Source: an optimization exercise on an open RTL-to-GDS flow (aim: small area, a short achievable clock period and few clock cycles). Production flows keep margins and buffers that such runs may drop. Function was checked by simulation only, so behaviour that the tests miss may differ from the original. Power and IR drop assume default switching activity.

==> flow/design.v <==
module gfce (
    input  wire        clk,
    input  wire        rst,
    input  wire        cmd_valid,
    input  wire [63:0] cmd_data,
    output wire        cmd_rsp_valid,
    output wire [63:0] cmd_rsp_data,
    input  wire        cfg_valid,
    input  wire [63:0] cfg_data,
    output wire        cfg_rsp_valid,
    output wire [63:0] cfg_rsp_data,
    output wire        mem_rd_en,
    output wire [31:0] mem_rd_addr,
    input  wire [7:0]  mem_rd_data,
    output wire        mem_wr_en,
    output wire [31:0] mem_wr_addr,
    output wire [7:0]  mem_wr_data
);
    localparam OP_STRMCFG   = 8'h01;
    localparam OP_STRMFREE  = 8'h02;
    localparam OP_NEGOTIATE = 8'h03;
    localparam OP_PROCESS   = 8'h04;
    localparam OP_CONFIGURE = 8'h05;
    localparam OP_RBSET     = 8'h06;
    localparam OP_RBGET     = 8'h07;
    localparam OP_RBADVR    = 8'h08;
    localparam OP_RBADVW    = 8'h09;
    localparam OP_GETST     = 8'h0A;
    localparam OP_GETGAIN   = 8'h0B;
    localparam RC_OK       = 3'd0;
    localparam RC_UNSUP    = 3'd1;
    localparam RC_NOTRES   = 3'd2;
    localparam RC_BADCMD   = 3'd3;
    localparam RC_BADARG   = 3'd4;
    localparam RC_BADRING  = 3'd5;
    integer i;
    reg        rst_q;
    reg        cv, fv;
    reg [7:0]  cq_op;
    reg        cq_ahi, cq_bhi, cq_rsv;
    reg [3:0]  cq_a, cq_b;
    reg [31:0] cq_imm;
    reg        f_legal, f_a_bad;
    reg [2:0]  f_ch;
    reg [30:0] f_gain;
    always @(posedge clk) begin
        rst_q <= rst;
        cv    <= cmd_valid & ~rst;
        fv    <= cfg_valid & ~rst;
        cq_op  <= cmd_data[63:56];
        cq_ahi <= cmd_data[55:52] != 4'd0;
        cq_a   <= cmd_data[51:48];
        cq_bhi <= cmd_data[47:44] != 4'd0;
        cq_b   <= cmd_data[43:40];
        cq_rsv <= cmd_data[39:32] != 8'd0;
        cq_imm <= cmd_data[31:0];
        f_legal <= (cfg_data[63:56] == OP_CONFIGURE) && (cfg_data[47:32] == 16'd0);
        f_a_bad <= cfg_data[55:51] != 5'd0;
        f_ch    <= cfg_data[50:48];
        f_gain  <= cfg_data[30:0] | {31{cfg_data[31]}};
    end
    reg [30:0] gain [0:7];        
    reg [30:0] act  [0:7];        
    reg        act_z;
    reg [3:0]  channels;
    reg [1:0]  src_fmt, sink_fmt;
    reg        resolved;
    reg [31:0] r_addr [0:1];
    reg [31:0] r_end  [0:1];
    reg [31:0] r_rptr [0:1];
    reg [31:0] r_wptr [0:1];
    reg        running;           
    reg        adv_busy;          
    reg [1:0]  adv_st;            
    reg        adv_fin;           
    reg        adv_wb;            
    reg        adv_ring, adv_w;
    wire [32:0] adv_sum;          
    reg [32:0] adv_d;             
    reg [5:0]  adv_cnt;
    reg        crv, frv;
    reg [2:0]  crc;
    reg [31:0] crd;
    reg        fr3, fr4;
    reg        rd_en, wr_en;
    reg [7:0]  wr_data;
    reg        rd_act;
    reg [1:0]  rd_pos;
    reg [2:0]  rd_ch;
    wire [31:0] rd_frm = adv_d[31:0];    
    reg        v1, bv;
    reg [7:0]  bq;
    reg [1:0]  mac_j;
    reg        mac_lastq;         
    reg [2:0]  mac_ch;
    reg [39:0] acc;
    assign adv_sum = acc[32:0];
    reg        sticky;
    reg        fin;
    reg [23:0] wr_sr;
    reg [1:0]  wr_left;
    assign mem_rd_en     = rd_en;
    assign mem_rd_addr   = r_rptr[0];
    assign mem_wr_en     = wr_en;
    assign mem_wr_addr   = r_wptr[1];
    assign mem_wr_data   = wr_data;
    assign cmd_rsp_valid = crv;
    assign cmd_rsp_data  = {24'd0, 5'd0, crc, crd};
    assign cfg_rsp_valid = frv;
    assign cfg_rsp_data  = {24'd0, 5'd0, fr4, fr3, fr3, 32'd0};
    function [31:0] dec32;           
        input [31:0] a;
        reg          k;
        integer      n;
        begin
            k = 1'b1;
            for (n = 0; n < 32; n = n + 1) begin
                dec32[n] = a[n] ^ k;
                k = k & ~a[n];
            end
        end
    endfunction
    function lt32;                   
        input [31:0] a;
        input [31:0] b;
        reg          k;
        integer      n;
        begin
            k = 1'b0;
            for (n = 0; n < 32; n = n + 1)
                k = (~a[n] & b[n]) | (~(a[n] ^ b[n]) & k);
            lt32 = k;
        end
    endfunction
    function cmd_legal;
        input [63:0] w;
        reg [7:0] op, a, b, rsv;
        reg [31:0] imm;
        begin
            op  = w[63:56];
            a   = w[55:48];
            b   = w[47:40];
            rsv = w[39:32];
            imm = w[31:0];
            if (rsv != 8'd0)
                cmd_legal = 1'b0;
            else
                case (op)
                    OP_STRMCFG:   cmd_legal = (b == 8'd0) && (imm == 32'd0);
                    OP_STRMFREE:  cmd_legal = (a == 8'd0) && (b == 8'd0) && (imm == 32'd0);
                    OP_NEGOTIATE: cmd_legal = (imm == 32'd0);
                    OP_PROCESS:   cmd_legal = (a == 8'd0) && (b == 8'd0);
                    OP_CONFIGURE: cmd_legal = (b == 8'd0);
                    OP_RBSET:     cmd_legal = 1'b1;
                    OP_RBGET:     cmd_legal = (imm == 32'd0);
                    OP_RBADVR:    cmd_legal = (b == 8'd0);
                    OP_RBADVW:    cmd_legal = (b == 8'd0);
                    OP_GETST:     cmd_legal = (a == 8'd0) && (b == 8'd0) && (imm == 32'd0);
                    OP_GETGAIN:   cmd_legal = (imm == 32'd0);
                    default:      cmd_legal = 1'b0;
                endcase
        end
    endfunction
    reg [1:0]  ring_ok;
    wire ring0_ok = ring_ok[0];
    wire ring1_ok = ring_ok[1];
    reg        chk_busy, chk_ring, chk_acc;
    reg [2:0]  chk_step;
    wire [7:0]  c_op  = cq_op;
    wire [7:0]  c_a   = {cq_ahi, 3'd0, cq_a};
    wire [7:0]  c_b   = {cq_bhi, 3'd0, cq_b};
    wire [31:0] c_imm = cq_imm;
    wire [63:0] cq    = {c_op, c_a, c_b, 7'd0, cq_rsv, c_imm};
    wire        c_go  = cv & ~running & ~adv_busy & ~chk_busy;
    wire        c_legal = cmd_legal(cq);
    wire        c_ok  = c_go & c_legal;
    wire is_strmcfg = c_op == OP_STRMCFG;
    wire is_free    = c_op == OP_STRMFREE;
    wire is_neg     = c_op == OP_NEGOTIATE;
    wire is_proc    = c_op == OP_PROCESS;
    wire is_conf    = c_op == OP_CONFIGURE;
    wire is_rbset   = c_op == OP_RBSET;
    wire is_rbget   = c_op == OP_RBGET;
    wire is_adv     = (c_op == OP_RBADVR) || (c_op == OP_RBADVW);
    wire is_getst   = c_op == OP_GETST;
    wire is_getgain = c_op == OP_GETGAIN;
    wire a_ring_bad  = c_a > 8'd1;
    wire b_field_bad = c_b > 8'd3;
    wire a_ch_bad    = c_a > 8'd7;
    wire c_ring_ok  = c_a[0] ? ring1_ok : ring0_ok;
    wire do_strmcfg = c_ok & is_strmcfg & (c_a <= 8'd8);
    wire do_free    = c_ok & is_free;
    wire do_neg     = c_ok & is_neg & (c_a <= 8'd2) & (c_b <= 8'd2);
    wire do_proc    = c_ok & is_proc & resolved & ring0_ok & ring1_ok;
    wire proc_run   = (c_imm != 32'd0) && (channels != 4'd0);
    wire do_conf    = c_ok & is_conf & ~a_ch_bad;
    wire do_rbset   = c_ok & is_rbset & ~a_ring_bad & ~b_field_bad;
    wire do_adv     = c_ok & is_adv & ~a_ring_bad & c_ring_ok;
    reg [2:0]  dec_code;
    reg [31:0] dec_data;
    reg        fs_ring;
    reg [1:0]  fs_field;
    reg [31:0] ring_field;
    always @(*) begin
        if (chk_busy) begin
            fs_ring  = chk_ring;
            fs_field = (chk_step == 3'd0) ? 2'd0 : ((chk_step[2] | chk_step[1] & chk_step[0]) ? 2'd3 : 2'd2);
        end else if (adv_busy) begin
            fs_ring  = adv_ring;
            fs_field = 2'd1;
        end else begin
            fs_ring  = c_a[0];
            fs_field = c_op[3] ? {1'b1, c_op[0]} : c_b[1:0];
        end
        case (fs_field)
            2'd0:    ring_field = r_addr[fs_ring];
            2'd1:    ring_field = r_end[fs_ring];
            2'd2:    ring_field = r_rptr[fs_ring];
            default: ring_field = r_wptr[fs_ring];
        endcase
    end
    wire [2:0]  mac_ch_nxt = (mac_ch == channels - 4'd1) ? 3'd0 : mac_ch + 3'd1;
    wire [3:0]  g_sel = running ? {1'b1, mac_ch_nxt} : {c_b[1], c_a[2:0]};
    wire [30:0] g_rd  = g_sel[3] ? act[g_sel[2:0]] : gain[g_sel[2:0]];
    wire [30:0] gain_field = (c_b[1] & act_z) ? 31'd0 : g_rd;
    always @(*) begin
        dec_code = RC_OK;
        dec_data = 32'd0;
        if (!c_legal) begin
            dec_code = RC_BADCMD;
        end else if (is_strmcfg) begin
            if (c_a > 8'd8) dec_code = RC_BADARG;
        end else if (is_neg) begin
            if (c_a > 8'd2 || c_b > 8'd2) dec_code = RC_UNSUP;
        end else if (is_proc) begin
            if (!resolved) dec_code = RC_NOTRES;
            else if (!(ring0_ok && ring1_ok)) dec_code = RC_BADRING;
        end else if (is_conf) begin
            if (a_ch_bad) dec_code = RC_BADARG;
        end else if (is_rbset) begin
            if (a_ring_bad || b_field_bad) dec_code = RC_BADARG;
        end else if (is_rbget) begin
            if (a_ring_bad || b_field_bad) dec_code = RC_BADARG;
            else dec_data = ring_field;
        end else if (is_adv) begin
            if (a_ring_bad) dec_code = RC_BADARG;
            else if (!c_ring_ok) dec_code = RC_BADRING;
        end else if (is_getst) begin
            dec_data = {8'd0, 4'd0, channels, 6'd0, sink_fmt, 2'd0, src_fmt, 3'd0, resolved};
        end else if (is_getgain) begin
            if (a_ch_bad || c_b > 8'd2) dec_code = RC_BADARG;
            else dec_data = {1'b0, gain_field};
        end
    end
    wire c_later = do_adv | (do_proc & proc_run) | do_rbset;
    wire do_fconf = fv & f_legal & ~f_a_bad;
    wire [30:0] c_gain = c_imm[30:0] | {31{c_imm[31]}};
    wire [30:0] gbus   = (do_fconf ? f_gain : c_gain) & {31{~rst_q}};
    wire [2:0]  gsel   = do_fconf ? f_ch : c_a[2:0];
    wire        gwr    = do_fconf | do_conf;
    always @(posedge clk) begin
        for (i = 0; i < 8; i = i + 1) begin
            if (rst_q || (gwr && gsel == i[2:0]))
                gain[i] <= gbus;
            if (do_proc)
                act[i] <= gain[i];
        end
        if (rst_q)
            act_z <= 1'b1;
        else if (do_proc)
            act_z <= 1'b0;
    end
    always @(posedge clk) begin
        if (rst_q) begin
            channels <= 4'd0;
            src_fmt  <= 2'd0;
            sink_fmt <= 2'd0;
            resolved <= 1'b0;
        end else begin
            if (do_strmcfg) begin
                channels <= c_a[3:0];
                resolved <= 1'b0;
            end
            if (do_free) begin
                channels <= 4'd0;
                resolved <= 1'b0;
            end
            if (do_neg) begin
                src_fmt  <= c_a[1:0];
                sink_fmt <= c_b[1:0];
                resolved <= 1'b1;
            end
        end
    end
    wire src16  = src_fmt == 2'd0;
    wire src24  = src_fmt == 2'd1;
    wire src32  = src_fmt[1];
    wire sink16 = sink_fmt == 2'd0;
    wire sink24 = sink_fmt == 2'd1;
    wire sink32 = sink_fmt[1];
    wire rt8    = src32 & sink32;                   
    wire rt7    = src32 & sink24;                   
    wire rt45   = src24 & ~sink16;                  
    wire lim24  = rt45 | rt7;                       
    wire post8  = (src16 & sink24) | (src24 & sink32);
    wire post16 = src16 & sink32;
    wire [1:0] slot_last = (src16 && sink16) ? 2'd1 : 2'd3;
    wire [1:0] rd_lastb  = src16 ? 2'd1 : 2'd3;      
    wire [1:0] mac_lastb = src16 ? 2'd1 : (src24 ? 2'd2 : 2'd3);
    wire [31:0] addr_r = r_addr[chk_busy ? chk_ring : adv_ring];
    reg  [32:0] au_x, au_y;
    reg         au_sub;
    always @(*) begin
        au_x   = adv_sum;
        au_y   = {1'b0, addr_r};
        au_sub = 1'b1;
        if (!adv_busy) begin
            au_x   = {1'b0, ring_field};
            au_y   = {1'b0, c_imm};
            au_sub = 1'b0;
        end else if (adv_fin) begin
            au_sub = 1'b0;
        end else if (adv_st == 2'd1) begin
            au_x   = {1'b0, ring_field};
        end else if (adv_st == 2'd2) begin
            au_y   = {adv_d[31:0], 1'b0};
        end else if (adv_st == 2'd3) begin
            au_y   = adv_d;
        end
    end
    wire [33:0] au_out  = {1'b0, au_x} + {1'b0, au_y ^ {33{au_sub}}} + {33'd0, au_sub};
    wire        au_ge   = au_out[33];           
    wire        adv_last = adv_busy & adv_wb;
    wire        adv_swe  = do_adv | (adv_busy & ~adv_fin & ((adv_st == 2'd0) | ((adv_st == 2'd3) & au_ge))) |
                           (adv_busy & adv_fin & ~adv_wb);
    wire [31:0] adv_res  = adv_sum[31:0];
    always @(posedge clk) begin
        if (rst) begin
            adv_busy <= 1'b0;
        end else if (do_adv) begin
            adv_busy <= 1'b1;
        end else if (adv_last) begin
            adv_busy <= 1'b0;
        end
        if (do_adv) begin
            adv_ring <= c_a[0];
            adv_w    <= c_op[0];
            adv_st   <= 2'd0;
            adv_fin  <= 1'b0;
            adv_wb   <= 1'b0;
            adv_cnt  <= 6'd0;
        end else if (adv_busy) begin
            case (adv_st)
            2'd0: begin
                adv_st  <= 2'd1;
            end
            2'd1: begin
                adv_st  <= 2'd2;
            end
            2'd2: begin
                if (au_ge && !adv_d[32]) begin
                    adv_cnt <= adv_cnt + 6'd1;
                end else begin
                    adv_st  <= 2'd3;
                end
            end
            default: begin
                adv_cnt <= adv_cnt - 6'd1;
                if (adv_cnt == 6'd0)
                    adv_fin <= 1'b1;
                if (adv_fin)
                    adv_wb  <= 1'b1;
            end
            endcase
        end
    end
    wire rd_slot_end = rd_pos == slot_last;
    wire rd_ch_end   = rd_ch == channels - 4'd1;
    wire rd_frm_end  = rd_frm == 32'd1;
    wire rd_all_end  = rd_slot_end & rd_ch_end & rd_frm_end;
    reg        rd_act_n;
    reg [1:0]  rd_pos_n;
    always @(*) begin
        rd_act_n = rd_act;
        rd_pos_n = rd_pos + 2'd1;
        if (rd_slot_end) rd_pos_n = 2'd0;
        if (rd_act && rd_all_end) rd_act_n = 1'b0;
        if (do_proc && proc_run) begin
            rd_act_n = 1'b1;
            rd_pos_n = 2'd0;
        end
    end
    always @(posedge clk) begin
        if (rst) begin
            rd_act <= 1'b0;
            rd_en  <= 1'b0;
        end else begin
            rd_act <= rd_act_n;
            rd_en  <= rd_act_n && (rd_pos_n <= rd_lastb);
        end
        rd_pos <= rd_pos_n;
        if (do_proc) begin
            rd_ch  <= 3'd0;
        end else if (rd_act && rd_slot_end) begin
            if (rd_ch_end) begin
                rd_ch  <= 3'd0;
            end else begin
                rd_ch  <= rd_ch + 3'd1;
            end
        end
    end
    always @(posedge clk) begin
        if (do_proc)
            adv_d <= {1'b0, c_imm};
        else if (rd_act && rd_slot_end && rd_ch_end)
            adv_d <= {1'b0, dec32(rd_frm)};
        else if (adv_busy && adv_st == 2'd1)
            adv_d <= au_out[32:0];
        else if (adv_busy && adv_st == 2'd2 && au_ge && !adv_d[32])
            adv_d <= {adv_d[31:0], 1'b0};
        else if (adv_busy && adv_st == 2'd3)
            adv_d <= {1'b0, adv_d[32:1]};
    end
    wire        mac_first = mac_j == 2'd0;
    wire        mac_last  = mac_lastq;
    wire        mac_use   = bv && (mac_j <= mac_lastb);
    reg  [30:0] mac_m;
    wire signed [8:0]  mac_b = {mac_last & bq[7], bq};
    wire signed [40:0] mac_p = mac_b * $signed({1'b0, mac_m});
    wire [39:0] mac_base  = mac_first ? 40'd0 : {8'd0, acc[39:8]};
    wire [39:0] mac_sum   = mac_base + mac_p[39:0];
    wire [1:0]  mac_jlast = rd_lastb;
    wire [1:0]  mac_j_nxt = (mac_j == mac_jlast) ? 2'd0 : mac_j + 2'd1;
    always @(posedge clk) begin
        if (rst) begin
            v1  <= 1'b0;
            bv  <= 1'b0;
            fin <= 1'b0;
        end else begin
            v1  <= rd_en;
            bv  <= v1;
            fin <= mac_use && mac_last;
        end
        bq <= mem_rd_data;
        if (do_proc) begin
            mac_j  <= 2'd0;
            mac_lastq <= 1'b0;
            mac_ch <= 3'd0;
            mac_m  <= g_rd;
        end else if (bv) begin
            mac_j <= mac_j_nxt;
            mac_lastq <= mac_j_nxt == mac_lastb;
            if (mac_use && mac_last) begin
                mac_ch <= mac_ch_nxt;
                mac_m  <= g_rd;
            end
        end
        if (mac_use) begin
            acc    <= mac_sum;
            sticky <= mac_first ? 1'b0 : (sticky | (acc[7:0] != 8'd0));
        end else if (adv_swe) begin
            acc    <= {7'd0, au_out[32:0]};
        end
    end
    wire        cv_neg = acc[39];
    wire        cv_in1 = acc[6] & (~cv_neg | sticky | (acc[5:0] != 6'd0));
    wire [8:0]  cv_t   = {1'b0, acc[14:7]} + {8'd0, cv_in1};
    reg  [32:0] cv_q;
    reg         cv_inc;
    reg  [32:0] cv_y;
    reg         cv_over, cv_under;
    reg  [31:0] cv_v;
    always @(*) begin
        if (rt8) begin
            cv_q   = acc[39:7];
            cv_inc = cv_in1;
        end else if (rt7) begin
            cv_q   = {{8{acc[39]}}, acc[39:15]};
            cv_inc = cv_t[8] | (cv_t[7] & (~cv_neg | (cv_t[6:0] != 7'd0)));
        end else if (rt45) begin
            cv_q   = {{8{acc[39]}}, acc[39:15]};
            cv_inc = acc[14] & (~cv_neg | sticky | (acc[13:0] != 14'd0));
        end else begin
            cv_q   = {{16{acc[39]}}, acc[39:23]};
            cv_inc = acc[22] & (~cv_neg | sticky | (acc[21:0] != 22'd0));
        end
        cv_y = cv_q + {32'd0, cv_inc};
        if (rt8) begin
            cv_over  = 1'b0;
            cv_under = 1'b0;
        end else if (lim24) begin
            cv_over  = ~cv_y[32] & (cv_y[31:23] != 9'h000);
            cv_under =  cv_y[32] & (cv_y[31:23] != 9'h1FF);
        end else begin
            cv_over  = ~cv_y[32] & (cv_y[31:15] != 17'h00000);
            cv_under =  cv_y[32] & (cv_y[31:15] != 17'h1FFFF);
        end
        if (cv_over)
            cv_v = sink16 ? 32'h0000_7FFF : (sink24 ? 32'h007F_FFFF : 32'h7FFF_FFFF);
        else if (cv_under)
            cv_v = sink16 ? 32'hFFFF_8000 : (sink24 ? 32'hFF80_0000 : 32'h8000_0000);
        else if (post16)
            cv_v = {cv_y[15:0], 16'd0};
        else if (post8)
            cv_v = {cv_y[23:0], 8'd0};
        else
            cv_v = cv_y[31:0];
    end
    wire pipe_idle = ~rd_act & ~rd_en & ~v1 & ~bv & ~fin;
    wire proc_done = running & pipe_idle & (wr_left == 2'd1);
    always @(posedge clk) begin
        if (rst) begin
            wr_en   <= 1'b0;
            wr_left <= 2'd0;
        end else if (fin) begin
            wr_en   <= 1'b1;
            wr_left <= sink16 ? 2'd1 : 2'd3;
        end else if (wr_left != 2'd0) begin
            wr_en   <= 1'b1;
            wr_left <= wr_left - 2'd1;
        end else begin
            wr_en   <= 1'b0;
        end
        if (fin) begin
            wr_data <= cv_v[7:0];
            wr_sr   <= cv_v[31:8];
        end else begin
            wr_data <= wr_sr[7:0];
            wr_sr   <= {8'd0, wr_sr[23:8]};
        end
    end
    always @(posedge clk) begin
        if (rst)
            running <= 1'b0;
        else if (do_proc && proc_run)
            running <= 1'b1;
        else if (proc_done)
            running <= 1'b0;
    end
    wire [31:0] wbus = (adv_busy ? adv_res : c_imm) & {32{~rst_q}};
    wire [31:0] rp0_inc = r_rptr[0] + {31'd0, rd_en};
    wire [31:0] rp0_nxt = (rd_en && rp0_inc == r_end[0]) ? r_addr[0] : rp0_inc;
    wire [31:0] wp1_inc = r_wptr[1] + {31'd0, wr_en};
    wire [31:0] wp1_nxt = (wr_en && wp1_inc == r_end[1]) ? r_addr[1] : wp1_inc;
    wire rp0_set = rst_q || (do_rbset && !c_a[0] && c_b[1:0] == 2'd2) ||
                   (adv_last && !adv_ring && !adv_w);
    wire wp1_set = rst_q || (do_rbset && c_a[0] && c_b[1:0] == 2'd3) ||
                   (adv_last && adv_ring && adv_w);
    always @(posedge clk) begin
        for (i = 0; i < 2; i = i + 1) begin
            if (rst_q || (do_rbset && c_a[0] == i[0] && c_b[1:0] == 2'd0))
                r_addr[i] <= wbus;
            if (rst_q || (do_rbset && c_a[0] == i[0] && c_b[1:0] == 2'd1))
                r_end[i] <= wbus;
        end
        r_rptr[0] <= rp0_set ? wbus : rp0_nxt;
        if (rst_q || (do_rbset && c_a[0] && c_b[1:0] == 2'd2) ||
            (adv_last && adv_ring && !adv_w))
            r_rptr[1] <= wbus;
        if (rst_q || (do_rbset && !c_a[0] && c_b[1:0] == 2'd3) ||
            (adv_last && !adv_ring && adv_w))
            r_wptr[0] <= wbus;
        r_wptr[1] <= wp1_set ? wbus : wp1_nxt;
    end
    wire [31:0] chk_b   = chk_step[0] ? addr_r : r_end[chk_ring];
    wire        chk_lt  = lt32(ring_field, chk_b);
    wire        chk_ok  = chk_step[0] ? ~chk_lt : chk_lt;
    wire        chk_end = chk_busy && chk_step == 3'd4;
    always @(posedge clk) begin
        if (rst)
            chk_busy <= 1'b0;
        else if (do_rbset)
            chk_busy <= 1'b1;
        else if (chk_end)
            chk_busy <= 1'b0;
        if (do_rbset) begin
            chk_ring <= c_a[0];
            chk_step <= 3'd0;
            chk_acc  <= 1'b1;
        end else begin
            chk_step <= chk_step + 3'd1;
            chk_acc  <= chk_acc & chk_ok;
        end
        if (rst_q)
            ring_ok <= 2'b00;
        else if (chk_end)
            ring_ok[chk_ring] <= chk_acc & chk_ok;
    end
    always @(posedge clk) begin
        if (rst) begin
            crv <= 1'b0;
            frv <= 1'b0;
        end else begin
            crv <= (c_go & ~c_later) | adv_last | proc_done | chk_end;
            frv <= fv;
        end
        crc <= c_go ? dec_code : RC_OK;
        crd <= c_go ? dec_data : 32'd0;
        fr3 <= ~f_legal;
        fr4 <= f_legal & f_a_bad;
    end
endmodule
==> flow/flow/run.sh <==
#!/bin/bash
# Layout: the standard flow (standard.sh, with its unchanged standard
# synthesis) with two layout choices:
#  - the port buffers are sky130_fd_sc_hd__buf_2 instead of the default pick
#    (a slow delay buffer);
set -euo pipefail
bash standard.sh \
  "BUFFER_PORTS_ARGS=-buffer_cell sky130_fd_sc_hd__buf_2" \
  "SETUP_SLACK_MARGIN=22.6" \
  finish > standard.log 2>&1
==> flow/standard.sh <==
#!/bin/bash
# synth_recipe.tcl (not shown) runs the flow's synth.tcl, then flattens the netlist and writes it again
# the make line also repeats each setting of config.mk as NAME=value (left out here)
make -C /OpenROAD-flow-scripts/flow DESIGN_CONFIG=/design/flow/config.mk WORK_HOME=/design/flow/orfs CLKGATE_MAP_FILE= SYNTH_SCRIPT=/design/flow/synth_recipe.tcl "${@:-finish}"
==> flow/config.mk <==
export PLATFORM = sky130hd
export DESIGN_NAME = gfce
export DESIGN_NICKNAME = gfce
export VERILOG_FILES = /design/flow/design.v
export SDC_FILE = /design/flow/constraint.sdc
export NUM_CORES = 4
export LEC_CHECK = 0
export CAP_MARGIN = 20
export CORE_MARGIN = 2
export CORE_UTILIZATION = 55
export CTS_BUF_LIST = sky130_fd_sc_hd__clkbuf_16 sky130_fd_sc_hd__clkbuf_8
export CTS_CLUSTER_DIAMETER = 70
export CTS_CLUSTER_SIZE = 25
export PLACE_DENSITY = 0.7
export SLEW_MARGIN = 20
==> flow/constraint.sdc <==
create_clock -name core_clock -period 30.0 [get_ports {clk}]
set_input_delay 6.0000 -clock core_clock [delete_from_list [all_inputs] [get_ports {clk}]]
set_output_delay 6.0000 -clock core_clock [all_outputs]
set_load 0.01 [all_outputs]
==> results of run 1 <==
[power by group through the flow]
stage / logic, mW / registers (mW) / clock network, mW
final: 0.986 / 1.73 / 1.15
after global routing: 1.07 / 1.73 / 1.21
after CTS: 0.964 / 1.72 / 1.16
after detailed placement: 0.952 / 1.76 / 0
after global placement: 0.947 / 1.76 / 0
after floorplan: 0.644 / 1.74 / 0
[cell usage in the layout (no fill, tap or decap), drive strengths merged, types with 131 or more instances in the layout]
cell type	n
nand2	844
edfxtp	795
nor2	524
buf	392
inv	344
a21oi	310
o21ai	303
dfxtp	282
fa	235
ha	227
mux2i	206
xnor2	183
and2	141
nor3	139
o22ai	131
[Yosys cell counts, types with 44 or more instances]
master / n
sky130_fd_sc_hd__fa_1: 235
sky130_fd_sc_hd__nand2_1: 843
sky130_fd_sc_hd__mux2_2: 71
sky130_fd_sc_hd__buf_4: 97
sky130_fd_sc_hd__inv_1: 304
sky130_fd_sc_hd__nor2b_1: 44
sky130_fd_sc_hd__a21oi_1: 310
sky130_fd_sc_hd__clkbuf_1: 317
sky130_fd_sc_hd__nor2_1: 522
sky130_fd_sc_hd__mux2i_1: 205
sky130_fd_sc_hd__a211oi_1: 44
sky130_fd_sc_hd__o21ai_0: 299
sky130_fd_sc_hd__and2_1: 139
sky130_fd_sc_hd__nand4_1: 46
sky130_fd_sc_hd__o22ai_1: 130
sky130_fd_sc_hd__nor3_1: 139
sky130_fd_sc_hd__or2_2: 75
sky130_fd_sc_hd__buf_1: 51
sky130_fd_sc_hd__xnor2_1: 183
sky130_fd_sc_hd__a31oi_1: 86
sky130_fd_sc_hd__dfxtp_1: 282
sky130_fd_sc_hd__xor2_1: 91
sky130_fd_sc_hd__nor4_1: 50
sky130_fd_sc_hd__nand3_1: 123
sky130_fd_sc_hd__ha_1: 227
sky130_fd_sc_hd__edfxtp_1: 795
[per-layer routing]
metal | share of wire, % | global-route usage (%)
met5 | 0.011 | 0
met1 | 38 | 51.1
met2 | 43 | 54.4
met3 | 13 | 9.96
met4 | 5.7 | 17.8
[cell families (layout without fill, tap and decap cells)]
logic type,Yosys count,in the layout
XOR/XNOR,274,274
other,1,97
buffers and inverters,799,841
flip-flops,1077,1077
adder cells (fa/ha/maj),462,462
multiplexers,283,283
AO/OA/AOI/OAI,1305,1311
AND/OR/NAND/NOR,2141,2141
[cell type report]
class | instances | share of cell area [%]
antenna | 7 | 0.0251
tap | 1524 | 2.74
inverter | 307 | 1.66
clock inverter | 61 | 1.12
timing repair buffer | 392 | 3.35
sequential | 1077 | 42.4
clock buffer | 81 | 2.88
multi-input combinational | 4561 | 45.8
[final timing paths]
check	from	to	slack, ns	cells after the start
min	f_legal	fr3	0.41	1
max reg2reg	chk_step[0]	acc[32]	22.73	25
min reg2reg	f_legal	fr3	0.41	1
max	rd_en	mem_rd_en	22.60	1
[sequential cells by signal, indices dropped and copies added (netlist names), 33 cells and up, named ones only]
register	count
r_rptr	64
r_end	64
adv_d	33
gain	248
act	248
acc	40
r_wptr	64
r_addr	64
[metrics by stage]
step                instances  instance area (um^2)  worst slack [ns]
floorplan                6431                 64500             23.26
global placement         7854                 66700             22.28
detailed placement       7854                 66700             22.29
CTS                      8001                 69600             22.60
global route             8003                 69700             22.59
finish                   8010                 69700             22.60
[timing repair]
action | CTS | global route
setup endpoints to repair | 127 | 141
setup buffers | 0 | 1
gates resized for setup | 41 | 25
gates cloned | 5 | 1
pin swaps | 3 | 2
==> run_summary.xml, run 1 <==
<?xml version="1.0" encoding="UTF-8"?>
<metrics>
  <group name="status">
    <metric name="status" unit="">timing/DRC/antenna clean</metric>
  </group>
  <group name="timing">
    <metric name="slew_headroom" unit="%">17.1</metric>
    <metric name="setup_viol" unit="">0</metric>
    <metric name="fin_hold_ws" unit="ns">0.414</metric>
    <metric name="finalCritPeriodShare" unit="%">24.7</metric>
    <metric name="period_needed" unit="ns">7.40</metric>
    <metric name="total_negative_slack" unit="ns">0</metric>
    <metric name="count_of_endpoints_failing_hold_in_the_final_timing_report" unit="">0</metric>
    <metric name="rsz0062_at_grt" unit="">false</metric>
    <metric name="worstMarginPinSlew" unit="ns">1.24</metric>
    <metric name="worst_clock_skew" unit="ns">0.0585</metric>
    <metric name="fmax" unit="MHz">135</metric>
    <metric name="final_max_slew_viol_count" unit="">0</metric>
  </group>
  <group name="routing">
    <metric name="detail-route-antenna-nets" unit="">0</metric>
    <metric name="avgViaCountPerCell" unit="">6.52</metric>
    <metric name="detailedRoute.firstIterationViolations" unit="">7602</metric>
    <metric name="finalWirelength" unit="mm">226</metric>
    <metric name="drt_pre_antenna_iters" unit="">8</metric>
    <metric name="route.detailed.wl_per_inst" unit="um">28.3</metric>
    <metric name="dr_total_vias" unit="">52200</metric>
    <metric name="detail_route.drc_violations" unit="">0</metric>
  </group>
  <group name="grt">
    <metric name="grt_antenna_before_repair" unit="">8</metric>
    <metric name="total_routing_resource_utilization_after_global_routing" unit="%">37.1</metric>
    <metric name="overflow" unit="">0</metric>
    <metric name="pin_count_of_the_biggest_net_entering_global_routing" unit="">110</metric>
    <metric name="grt_pass1_wl" unit="mm">328</metric>
    <metric name="grt_pass1_vias" unit="">49000</metric>
  </group>
  <group name="worst_setup_path">
    <metric name="start_kind" unit="">flop</metric>
    <metric name="cp-end-kind" unit="">primary output</metric>
    <metric name="critPathMaxStageDelay" unit="ns">0.47</metric>
    <metric name="critical_path.top_delay_family" unit="">flip-flops</metric>
    <metric name="cp_slowest_cell" unit="">sky130_fd_sc_hd__dfxtp_2</metric>
    <metric name="path_max_fanout" unit="">5</metric>
    <metric name="critPathRequiredTime" unit="ns">24.00</metric>
    <metric name="crit_chain" unit="">buf_4</metric>
    <metric name="critPathBufInv" unit="">1</metric>
    <metric name="critPathKind" unit="">reg -&gt; out</metric>
    <metric name="worst-endpoint-arrival" unit="ns">1.40</metric>
  </group>
  <group name="synth">
    <metric name="synth_enable_flop_cells" unit="">795</metric>
    <metric name="synth_largest_area_cell" unit="">sky130_fd_sc_hd__edfxtp_1</metric>
    <metric name="arithmetic_cell_share_of_the_synthesized_area_counting_full_adders_half_adders_and_majority_gates" unit="%">11.8</metric>
    <metric name="ys_seq_elements" unit="">1077</metric>
    <metric name="yosys.area.top_type_share" unit="%">37.2</metric>
    <metric name="synth-compound-area-share" unit="%">13.2</metric>
    <metric name="synth-warning-count" unit="">7</metric>
    <metric name="dominant_cells_by_area_after_synthesis" unit="">sky130_fd_sc_hd__edfxtp_1, sky130_fd_sc_hd__dfxtp_1, sky130_fd_sc_hd__fa_1</metric>
    <metric name="post_synth_and_or_nand_nor_area_fraction" unit="%">15.3</metric>
    <metric name="synth.lib_cells_used.distinct" unit="">101</metric>
    <metric name="post_synth_inst_count" unit="">6342</metric>
    <metric name="yosys_most_used_dff" unit="">sky130_fd_sc_hd__edfxtp_1</metric>
    <metric name="postSynth.asyncResetShare" unit="%">0</metric>
    <metric name="postSynthAreaPerCell" unit="um^2">10.1</metric>
    <metric name="post_synth_xor_area_fraction" unit="%">3.74</metric>
    <metric name="ys_seq_area_share" unit="%">46.0</metric>
    <metric name="post_synth_mux_area_share" unit="%">4.68</metric>
    <metric name="synthesis.area" unit="um^2">64200</metric>
    <metric name="main_combinational_cell_family_by_area_after_synthesis" unit="">simple AND/OR/NAND/NOR gates</metric>
  </group>
  <group name="pwr">
    <metric name="switching_share" unit="%">33.6</metric>
    <metric name="power.share.sequential" unit="%">44.7</metric>
    <metric name="vdd_ir_drop_max" unit="uV">46.3</metric>
    <metric name="p_int" unit="mW">2.57</metric>
    <metric name="share_comb_of_total_power" unit="%">25.5</metric>
    <metric name="power.share.clock" unit="%">29.8</metric>
    <metric name="cellLeakagePower" unit="nW">27.1</metric>
    <metric name="power_per_cell_area" unit="nW/um^2">55.5</metric>
    <metric name="switchingPower" unit="mW">1.30</metric>
    <metric name="total_power_after_layout" unit="mW">3.87</metric>
  </group>
  <group name="cts">
    <metric name="cts.reportedPaths.clkPinSlew" unit="ns">0.09</metric>
    <metric name="clock-sinks" unit="">1077</metric>
    <metric name="clk_latency" unit="ns">0.73</metric>
    <metric name="clock_tree.htree_level_count" unit="">3</metric>
    <metric name="clock_tree.buffer_depth" unit="">3</metric>
    <metric name="clockRootBuffer" unit="">sky130_fd_sc_hd__clkbuf_16</metric>
    <metric name="cts_buffers" unit="">77</metric>
    <metric name="cts_hold_buf" unit="">0</metric>
    <metric name="tritoncts_clock_tree" unit="">yes</metric>
  </group>
  <group name="floorplanning">
    <metric name="start_util" unit="%">55.4</metric>
    <metric name="std_cell_rows" unit="">125</metric>
    <metric name="floorplan.io_pins" unit="">344</metric>
    <metric name="chipHeight" unit="um">346</metric>
    <metric name="core_area" unit="um^2">116000</metric>
    <metric name="die_span_x" unit="um">346</metric>
    <metric name="design.die.area" unit="um^2">119000</metric>
  </group>
  <group name="layout">
    <metric name="area_growth_syn_to_fin" unit="%">8.66</metric>
    <metric name="register_area" unit="um^2">29600</metric>
    <metric name="layout-drive-gt1-share" unit="%">12.4</metric>
    <metric name="design.final.nets" unit="">7018</metric>
    <metric name="total_of_fill_cells_in_the_finished_design" unit="">9628</metric>
    <metric name="utilization" unit="%">60.2</metric>
    <metric name="combined_area_of_the_multi_input_logic_cells" unit="um^2">31900</metric>
  </group>
  <group name="min_path">
    <metric name="timing.hold.worst.class" unit="">reg -&gt; reg</metric>
  </group>
  <group name="flow_run">
    <metric name="max_cap_violations" unit="">0</metric>
  </group>
  <group name="place">
    <metric name="dpl.hpwl" unit="mm">160</metric>
    <metric name="place.gp.congestion" unit="">1.03</metric>
    <metric name="placement.io_buffers" unit="">253</metric>
  </group>
</metrics>
Testbench counts, summed over its fixed seeds: cycles 136,304.
==> run 2: changes to the inputs <==
--- a/flow/flow/run.sh
+++ b/flow/flow/run.sh
@@ -6,5 +6,5 @@
 set -euo pipefail
 bash standard.sh \
   "BUFFER_PORTS_ARGS=-buffer_cell sky130_fd_sc_hd__buf_2" \
-  "SETUP_SLACK_MARGIN=22.6" \
+  "SETUP_SLACK_MARGIN=22.4" \
   finish > standard.log 2>&1
==> run_summary.xml, run 2 <==
<?xml version="1.0" encoding="UTF-8"?>
<metrics>
  <group name="status">
    <metric name="status" unit="">timing/DRC/antenna clean</metric>
  </group>
  <group name="grt">
    <metric name="overflow" unit="">0</metric>
    <metric name="grt_pass1_wl" unit="mm">327</metric>
    <metric name="grt_pass1_vias" unit="">48800</metric>
    <metric name="total_routing_resource_utilization_after_global_routing" unit="%">36.9</metric>
    <metric name="grt_antenna_before_repair" unit="">12</metric>
    <metric name="pin_count_of_the_biggest_net_entering_global_routing" unit="">110</metric>
  </group>
  <group name="synth">
    <metric name="postSynth.asyncResetShare" unit="%">0</metric>
    <metric name="synth.cells.most_frequent" unit="">sky130_fd_sc_hd__nand2_1, sky130_fd_sc_hd__edfxtp_1, sky130_fd_sc_hd__nor2_1</metric>
    <metric name="post_synth_inst_count" unit="">6342</metric>
    <metric name="synth_largest_area_cell" unit="">sky130_fd_sc_hd__edfxtp_1</metric>
    <metric name="synth.lib_cells_used.distinct" unit="">101</metric>
    <metric name="synth_most_common_cell" unit="">sky130_fd_sc_hd__nand2_1</metric>
    <metric name="dominant_cells_by_area_after_synthesis" unit="">sky130_fd_sc_hd__edfxtp_1, sky130_fd_sc_hd__dfxtp_1, sky130_fd_sc_hd__fa_1</metric>
    <metric name="synth_enable_flop_cells" unit="">795</metric>
    <metric name="yosys.area.top_type_share" unit="%">37.2</metric>
    <metric name="yosys_most_used_dff" unit="">sky130_fd_sc_hd__edfxtp_1</metric>
    <metric name="synth-warning-count" unit="">7</metric>
    <metric name="postSynthAreaPerCell" unit="um^2">10.1</metric>
    <metric name="synthesis.area" unit="um^2">64200</metric>
    <metric name="ys_seq_area_share" unit="%">46.0</metric>
    <metric name="ys_seq_elements" unit="">1077</metric>
  </group>
  <group name="place">
    <metric name="dpl.hpwl" unit="mm">160</metric>
    <metric name="placement.io_buffers" unit="">253</metric>
    <metric name="dpl_cell_area" unit="um^2">66700</metric>
    <metric name="place.gp.congestion" unit="">1.03</metric>
  </group>
  <group name="worst_setup_path">
    <metric name="critPathBufInv" unit="">1</metric>
    <metric name="path_max_fanout" unit="">5</metric>
    <metric name="cp_num_cells" unit="">1</metric>
    <metric name="critPathRequiredTime" unit="ns">24.00</metric>
    <metric name="cp-end-kind" unit="">primary output</metric>
    <metric name="start_kind" unit="">flop</metric>
    <metric name="critPathKind" unit="">reg -&gt; out</metric>
    <metric name="r2r_cells" unit="">27</metric>
    <metric name="critical_path.top_delay_family" unit="">flip-flops</metric>
    <metric name="crit_chain" unit="">buf_2</metric>
    <metric name="worst-endpoint-arrival" unit="ns">1.62</metric>
    <metric name="critPathMaxStageDelay" unit="ns">0.59</metric>
    <metric name="worst-r2r-setup-slack" unit="ns">22.63</metric>
    <metric name="cp_slowest_cell" unit="">sky130_fd_sc_hd__dfxtp_1</metric>
  </group>
  <group name="timing">
    <metric name="rsz0062_at_grt" unit="">false</metric>
    <metric name="finalCritPeriodShare" unit="%">25.4</metric>
    <metric name="worstMarginPinSlew" unit="ns">1.21</metric>
    <metric name="total_negative_slack" unit="ns">0</metric>
    <metric name="setup_viol" unit="">0</metric>
    <metric name="fmax" unit="MHz">131</metric>
    <metric name="slew_headroom" unit="%">19.3</metric>
    <metric name="count_of_endpoints_failing_hold_in_the_final_timing_report" unit="">0</metric>
    <metric name="period_needed" unit="ns">7.62</metric>
    <metric name="worst_clock_skew" unit="ns">0.0634</metric>
    <metric name="final_max_slew_viol_count" unit="">0</metric>
  </group>
  <group name="floorplanning">
    <metric name="start_util" unit="%">55.4</metric>
    <metric name="design.die.area" unit="um^2">119000</metric>
    <metric name="core_area" unit="um^2">116000</metric>
    <metric name="chipHeight" unit="um">346</metric>
    <metric name="die_span_x" unit="um">346</metric>
    <metric name="floorplan.io_pins" unit="">344</metric>
    <metric name="std_cell_rows" unit="">125</metric>
  </group>
  <group name="pwr">
    <metric name="vdd_ir_drop_max" unit="uV">46.7</metric>
    <metric name="power_per_cell_area" unit="nW/um^2">55.5</metric>
    <metric name="cellLeakagePower" unit="nW">27.1</metric>
  </group>
  <group name="routing">
    <metric name="detail_route.drc_violations" unit="">0</metric>
    <metric name="detailedRoute.firstIterationViolations" unit="">7947</metric>
    <metric name="drt_pre_antenna_iters" unit="">8</metric>
    <metric name="finalWirelength" unit="mm">226</metric>
    <metric name="dr_total_vias" unit="">52100</metric>
    <metric name="route.detailed.wl_per_inst" unit="um">28.2</metric>
    <metric name="detail-route-antenna-nets" unit="">0</metric>
    <metric name="avgViaCountPerCell" unit="">6.52</metric>
  </group>
  <group name="cts">
    <metric name="clock_tree.htree_level_count" unit="">3</metric>
    <metric name="clock_tree.buffer_depth" unit="">3</metric>
    <metric name="cts_buffers" unit="">77</metric>
    <metric name="tritoncts_clock_tree" unit="">yes</metric>
    <metric name="clockRootBuffer" unit="">sky130_fd_sc_hd__clkbuf_16</metric>
    <metric name="cts_hold_buf" unit="">0</metric>
    <metric name="cts.reportedPaths.clkPinSlew" unit="ns">0.09</metric>
    <metric name="clock-sinks" unit="">1077</metric>
    <metric name="clk_latency" unit="ns">0.73</metric>
  </group>
  <group name="layout">
    <metric name="area_growth_syn_to_fin" unit="%">8.48</metric>
    <metric name="layout-drive-gt1-share" unit="%">11.7</metric>
    <metric name="total_of_fill_cells_in_the_finished_design" unit="">9648</metric>
    <metric name="utilization" unit="%">60.1</metric>
    <metric name="commonest_cells_after_routing_fill_and_taps_aside" unit="">sky130_fd_sc_hd__nand2_1, sky130_fd_sc_hd__edfxtp_1, sky130_fd_sc_hd__nor2_1</metric>
    <metric name="top_registers" unit="">act: 248 flops, gain: 248 flops</metric>
    <metric name="design.final.nets" unit="">7016</metric>
    <metric name="layout_commonest_cell" unit="">sky130_fd_sc_hd__nand2_1</metric>
    <metric name="layout.cell_area.non_filler" unit="um^2">69600</metric>
  </group>
  <group name="min_path">
    <metric name="timing.hold.worst.class" unit="">reg -&gt; reg</metric>
    <metric name="worst_hold_path.num_cells" unit="">1</metric>
  </group>
  <group name="flow_run">
    <metric name="max_cap_violations" unit="">0</metric>
  </group>
</metrics>
-- run 2: timing repair --
action                     in CTS  in global routing
pin swaps                       0                  3
gates resized for setup         3                 18
buffers inserted                0                  0
setup endpoints to repair      47                112
gates cloned                    1                  4
-- run 2: worst paths after layout --
path	from	endpoint
worst max-delay path	rd_en	mem_rd_en
worst min-delay path	f_legal	fr3
worst max register to register	chk_step[0]	acc[35]
worst min register to register	f_legal	fr3
-- run 2: metrics by stage --
| stage | hold slack [ns] | cells | total power, mW | setup slack [ns] |
|---|---|---|---|---|
| floorplan | 0.361 | 6431 | 2.38 | 23.26 |
| global placement | 0.392 | 7854 | 2.70 | 22.28 |
| detailed placement | 0.395 | 7854 | 2.71 | 22.29 |
| CTS | 0.418 | 7997 | 3.85 | 22.42 |
| global route | 0.434 | 8001 | 4.01 | 22.40 |
| finish | 0.414 | 8002 | 3.87 | 22.38 |
-- run 2: metal layers --
metal	wire length, um	up-vias	GRT usage [%]
met3	30500	590	9.34
met4	12600	12	16.9
li1	-	22600	-
met2	96600	3636	54.4
met1	86000	25300	51.4
met5	80	-	0
-- run 2: area by class of cell --
type	instances	area [um^2]	share of cell area (%)
inverters	307	1160	1.67
repair buffers	391	2320	3.33
multi-input cells	4560	31900	45.8
well taps	1524	1910	2.74
flip-flops and latches	1077	29500	42.4
diodes	1	2.50	0.00360
clock buffers	81	2000	2.88
clock inverters	61	779	1.12
-- run 2: power breakdown --
group	switching [mW]	internal (mW)	total [mW]	leakage, nW
Combinational	0.621	0.363	0.983	15.8
Sequential	0.0549	1.67	1.73	9.89
Clock	0.624	0.532	1.16	1.37
-- run 2: kinds of logic (layout without fill, tap and decap cells) --
| group | Yosys count | after routing | synth area share, % |
|---|---|---|---|
| AND/OR/NAND/NOR | 2141 | 2141 | 15.3 |
| AO/OA/AOI/OAI | 1305 | 1310 | 13.2 |
| flip-flops | 1077 | 1077 | 46.0 |
| buffers and inverters | 799 | 840 | 5.31 |
| adder cells (fa/ha/maj) | 462 | 462 | 11.8 |
| multiplexers | 283 | 283 | 4.68 |
| XOR/XNOR | 274 | 274 | 3.74 |
| other | 1 | 91 | 0.00584 |

separate check: timing with driven ports:
No port has a modelled driver above. Below, the same layouts with a new extraction and two added sets of constraints.
Step 1 (the two cells are an assumption about what drives the block):
set clk [get_ports {clk}]
set_driving_cell -lib_cell sky130_fd_sc_hd__clkbuf_16 $clk
set_driving_cell -lib_cell sky130_fd_sc_hd__buf_2 [delete_from_list [all_inputs] $clk]
Step 2 times the ports against the registers' clock, not the clock port: input delays grow and output delays shrink by t, the midpoint of the rising clock arrivals with the driver on.
a / b / c = ideal ports / drivers / drivers and shift; a / b = the first two.
run	t, ns	setup WS [ns]	worst setup path after step 2	slew at the worst register clock pin (ns)	worst slew at a driven data input, ns
run 1	0.780	22.595 / 22.512 / 22.650	input to register	0.10 / 0.10	0.07
run 2	0.776	22.379 / 22.297 / 22.630	register to register	0.10 / 0.10	0.07
After both steps every run listed still meets setup and hold.
